Context: an optimization exercise on an open-source flow, tuned for small area, a short achievable clock period and few clock cycles. The choices shown serve that exercise and are no tape-out recipe. In this exercise RTL edits were held to simulation tests only and were not proved equivalent to the original.

Setup of run E:
Design trb_render, start of the top module:
module trb_render (
    input  wire        clk,
    input  wire        rst,           
    input  wire        start,         
    input  wire [31:0] xscroll,       
    input  wire [31:0] yscroll,       
    input  wire        transp,        
    input  wire        sheet_valid,
    input  wire [31:0] sheet_dim,     
    output wire        busy,
    output reg         done,
    output wire        err,
    output wire [3:0]  errcode,
    output reg         tile_rd,
    output wire [11:0] tile_addr,
    input  wire [33:0] tile_rdata,    
    output reg         idx_rd,
    output reg  [11:0] idx_addr,
    input  wire [1:0]  idx_rdata,
    output reg         fb_we,
    output reg  [9:0]  fb_addr,
    output reg  [7:0]  fb_wdata
);
Size: roughly 440 cells after synthesis, ~130 flip-flops, about 190 I/O pins, about 5500 um^2 of cells after synthesis.
==> module trb_render, before the edit <==
module trb_render (
    input  wire        clk,
    input  wire        rst,           
    input  wire        start,         
    input  wire [31:0] xscroll,       
    input  wire [31:0] yscroll,       
    input  wire        transp,        
    input  wire        sheet_valid,
    input  wire [31:0] sheet_dim,     
    output wire        busy,
    output reg         done,
    output wire        err,
    output wire [3:0]  errcode,
    output reg         tile_rd,
    output wire [11:0] tile_addr,
    input  wire [33:0] tile_rdata,    
    output reg         idx_rd,
    output reg  [11:0] idx_addr,
    input  wire [1:0]  idx_rdata,
    output reg         fb_we,
    output reg  [9:0]  fb_addr,
    output reg  [7:0]  fb_wdata
);
    reg busy_r, idle_r, chk;
    assign busy = busy_r;
    wire accept = start & idle_r;
    reg [9:0] sw;
    reg       tr;
    reg       err_r, ec1_r, ec0_r;
    assign err     = err_r;
    assign errcode = {1'b0, err_r, ec1_r, ec0_r};
    reg       vG;
    reg [5:0] px;
    reg [2:0] x, y;
    reg [5:0] tx, ty;
    reg       nt0, nt1, nt2, nt3;    
    assign tile_addr = {ty, tx};
    reg       v1, vI, vD, lastW;
    reg [2:0] x1, y1, sx, sy;    
    reg [1:0] dbits;
    reg [31:0] color;
    wire       eol     = (px == 6'd39);
    wire       xw      = (x == 3'd7);
    wire       next_nt = eol | xw;
    wire       advG    = vG & ~(next_nt & (nt0 | nt1));
    wire [5:0] tx_d    = eol ? (xw ? 6'd60 : 6'd59) : {5'd0, xw};
    wire lastD = vD & (fb_addr == 10'd958);
    wire kill  = lastD | (chk & err_r);
    reg [7:0] subc;
    always @(*) begin
        case (idx_rdata)
            2'd0: subc = color[7:0];
            2'd1: subc = color[15:8];
            2'd2: subc = color[23:16];
            default: subc = color[31:24];
        endcase
    end
    wire [1:0] dnow = nt1 ? tile_rdata[33:32] : dbits;
    always @(posedge clk) begin
        if (idle_r) begin
            sw    <= sheet_dim[9:0];
            tr    <= transp;
            err_r <= ~sheet_valid | (sheet_dim[15:3] == 13'd0) | (sheet_dim[31:19] == 13'd0);
            ec1_r <= sheet_valid & ((sheet_dim[15:3] == 13'd0) | (sheet_dim[31:19] == 13'd0));
            ec0_r <= ~sheet_valid;
        end
        x  <= idle_r ? xscroll[2:0] : x + {2'd0, advG};
        tx <= idle_r ? xscroll[8:3] : tx + (advG ? tx_d : 6'd0);
        y  <= idle_r ? yscroll[2:0] : y + {2'd0, advG & eol};
        ty <= idle_r ? yscroll[8:3] : ty + {5'd0, advG & eol & (y == 3'd7)};
        px <= (idle_r | (advG & eol)) ? 6'd0 : px + {5'd0, advG};
        fb_addr <= idle_r ? 10'h3FF : fb_addr + {9'd0, vD};
        x1 <= x;  y1 <= y;
        sx <= x1 ^ {3{dnow[0]}};
        sy <= y1 ^ {3{dnow[1]}};
        nt2 <= nt1; nt3 <= nt2;
        if (nt1) dbits <= tile_rdata[33:32];
        if (nt3) color <= tile_rdata[31:0];
        idx_addr <= sy * sw + {9'd0, sx};
        fb_wdata <= subc;
    end
    always @(posedge clk) begin
        if (rst) begin
            busy_r <= 1'b0; idle_r <= 1'b1; chk <= 1'b0; done <= 1'b0;
            vG <= 1'b0; v1 <= 1'b0; vI <= 1'b0; vD <= 1'b0; lastW <= 1'b0;
            nt0 <= 1'b0; nt1 <= 1'b0;
            tile_rd <= 1'b0; idx_rd <= 1'b0; fb_we <= 1'b0;
        end else begin
            chk   <= accept;
            lastW <= lastD;
            done  <= (chk & err_r) | lastW;
            if (accept) begin
                busy_r <= 1'b1; idle_r <= 1'b0;
            end else if ((chk & err_r) | lastW) begin
                busy_r <= 1'b0; idle_r <= 1'b1;
            end
            fb_we <= vD & ~(tr & (subc == 8'hFF));
            if (kill) begin
                vG <= 1'b0; v1 <= 1'b0; vI <= 1'b0; idx_rd <= 1'b0; vD <= 1'b0;
                nt0 <= 1'b0; nt1 <= 1'b0; tile_rd <= 1'b0;
            end else begin
                if (accept) vG <= 1'b1;
                nt0 <= accept | (advG & next_nt);
                nt1 <= nt0;
                tile_rd <= accept | (advG & next_nt) | nt1;
                v1 <= advG;
                vI <= v1;
                idx_rd <= vI;
                vD <= idx_rd;
            end
        end
    end
endmodule
clock: 10.0 ns
lec_check: 0
cap_margin: 20
core_margin: 2
core_utilization: 40
slew_margin: 20
standard.sh (not shown) runs the stock make flow with config.mk's settings and CLKGATE_MAP_FILE= SYNTH_SCRIPT=/design/flow/synth_recipe.tcl, a recipe that flattens the netlist after the stock synthesis.
==> flow/flow/run.sh <==
#!/bin/bash
set -euo pipefail
export BUFFER_PORTS_ARGS="-buffer_cell sky130_fd_sc_hd__buf_1"
export SETUP_SLACK_MARGIN=6.95
export CTS_ARGS="-sink_clustering_enable -repair_clock_nets -dont_use_dummy_load -buf_list {sky130_fd_sc_hd__clkbuf_4 sky130_fd_sc_hd__clkbuf_8}"
bash standard.sh > standard.log 2>&1
Run E reached the final stage; the timing, DRC and antenna checks on its layout passed.
Testbench counts of run E, summed over its fixed seeds: cycles 62,952.
Input changes introduced in run M (baseline for comparison: run E):
diff --git a/flow/design.v b/flow/design.v
--- a/flow/design.v
+++ b/flow/design.v
@@ -34,11 +34,11 @@
     reg [2:0] x, y;
     reg [5:0] tx, ty;
     reg       nt0, nt1, nt2, nt3;    
     assign tile_addr = {ty, tx};
     reg       v1, vI, vD, lastW;
-    reg [2:0] x1, y1, sx, sy;    
+    reg [2:0] sx, sy;            
     reg [1:0] dbits;
     reg [31:0] color;
     wire       eol     = (px == 6'd39);
     wire       xw      = (x == 3'd7);
     wire       next_nt = eol | xw;
@@ -68,13 +68,12 @@
         tx <= idle_r ? xscroll[8:3] : tx + (advG ? tx_d : 6'd0);
         y  <= idle_r ? yscroll[2:0] : y + {2'd0, advG & eol};
         ty <= idle_r ? yscroll[8:3] : ty + {5'd0, advG & eol & (y == 3'd7)};
         px <= (idle_r | (advG & eol)) ? 6'd0 : px + {5'd0, advG};
         fb_addr <= idle_r ? 10'h3FF : fb_addr + {9'd0, vD};
-        x1 <= x;  y1 <= y;
-        sx <= x1 ^ {3{dnow[0]}};
-        sy <= y1 ^ {3{dnow[1]}};
+        sx <= (x - 3'd1) ^ {3{dnow[0]}};
+        sy <= (y - {2'd0, px == 6'd0}) ^ {3{dnow[1]}};
         nt2 <= nt1; nt3 <= nt2;
         if (nt1) dbits <= tile_rdata[33:32];
         if (nt3) color <= tile_rdata[31:0];
         idx_addr <= sy * sw + {9'd0, sx};
         fb_wdata <= subc;
Results
Slew at the pin closest to its max-slew limit for run M: 0.19 ns down relative to run E
Per the comparison of run M with run E, post-CTS repair timing setup buffer count moved down; adder-cell share of the synthesized area climbed 0.89 points; area growth from synthesis to final layout grew by 1.6 points.
When run M is measured against run E, its proportion of cell area occupied by multi-input gates turns out 2.2 points higher.
Testbench counts of run M, summed over its fixed seeds: cycles 62,952.

[re-timing with driven ports]
No port has a modelled driver above. Below, the same layouts with a new extraction and two added sets of constraints.
Step 1: set_driving_cell puts a clkbuf_16 on clk and a buf_2 on each other input, an assumption about the parent block.
Step 2 also shifts input and output timing later by t, the mid clock arrival at the registers, as if the neighbouring blocks saw the same clock.
a / b / c = ideal / step 1 / step 2; a / b = the first two.
run | shift t [ns] | setup WS [ns] | hold WS [ns] | worst setup path at the end | pins driven straight from the clock port
run E | 0.451 | 7.023 / 6.986 / 6.658 | 0.331 / 0.331 / 0.331 | input to register | 1
run M | 0.460 | 6.919 / 6.883 / 6.671 | 0.344 / 0.344 / 0.344 | input to register | 1
After both steps setup and hold are still met in every run listed. The setup slack of run E, which loses most, moves by -0.037 ns with the drivers and by -0.365 ns with both steps.
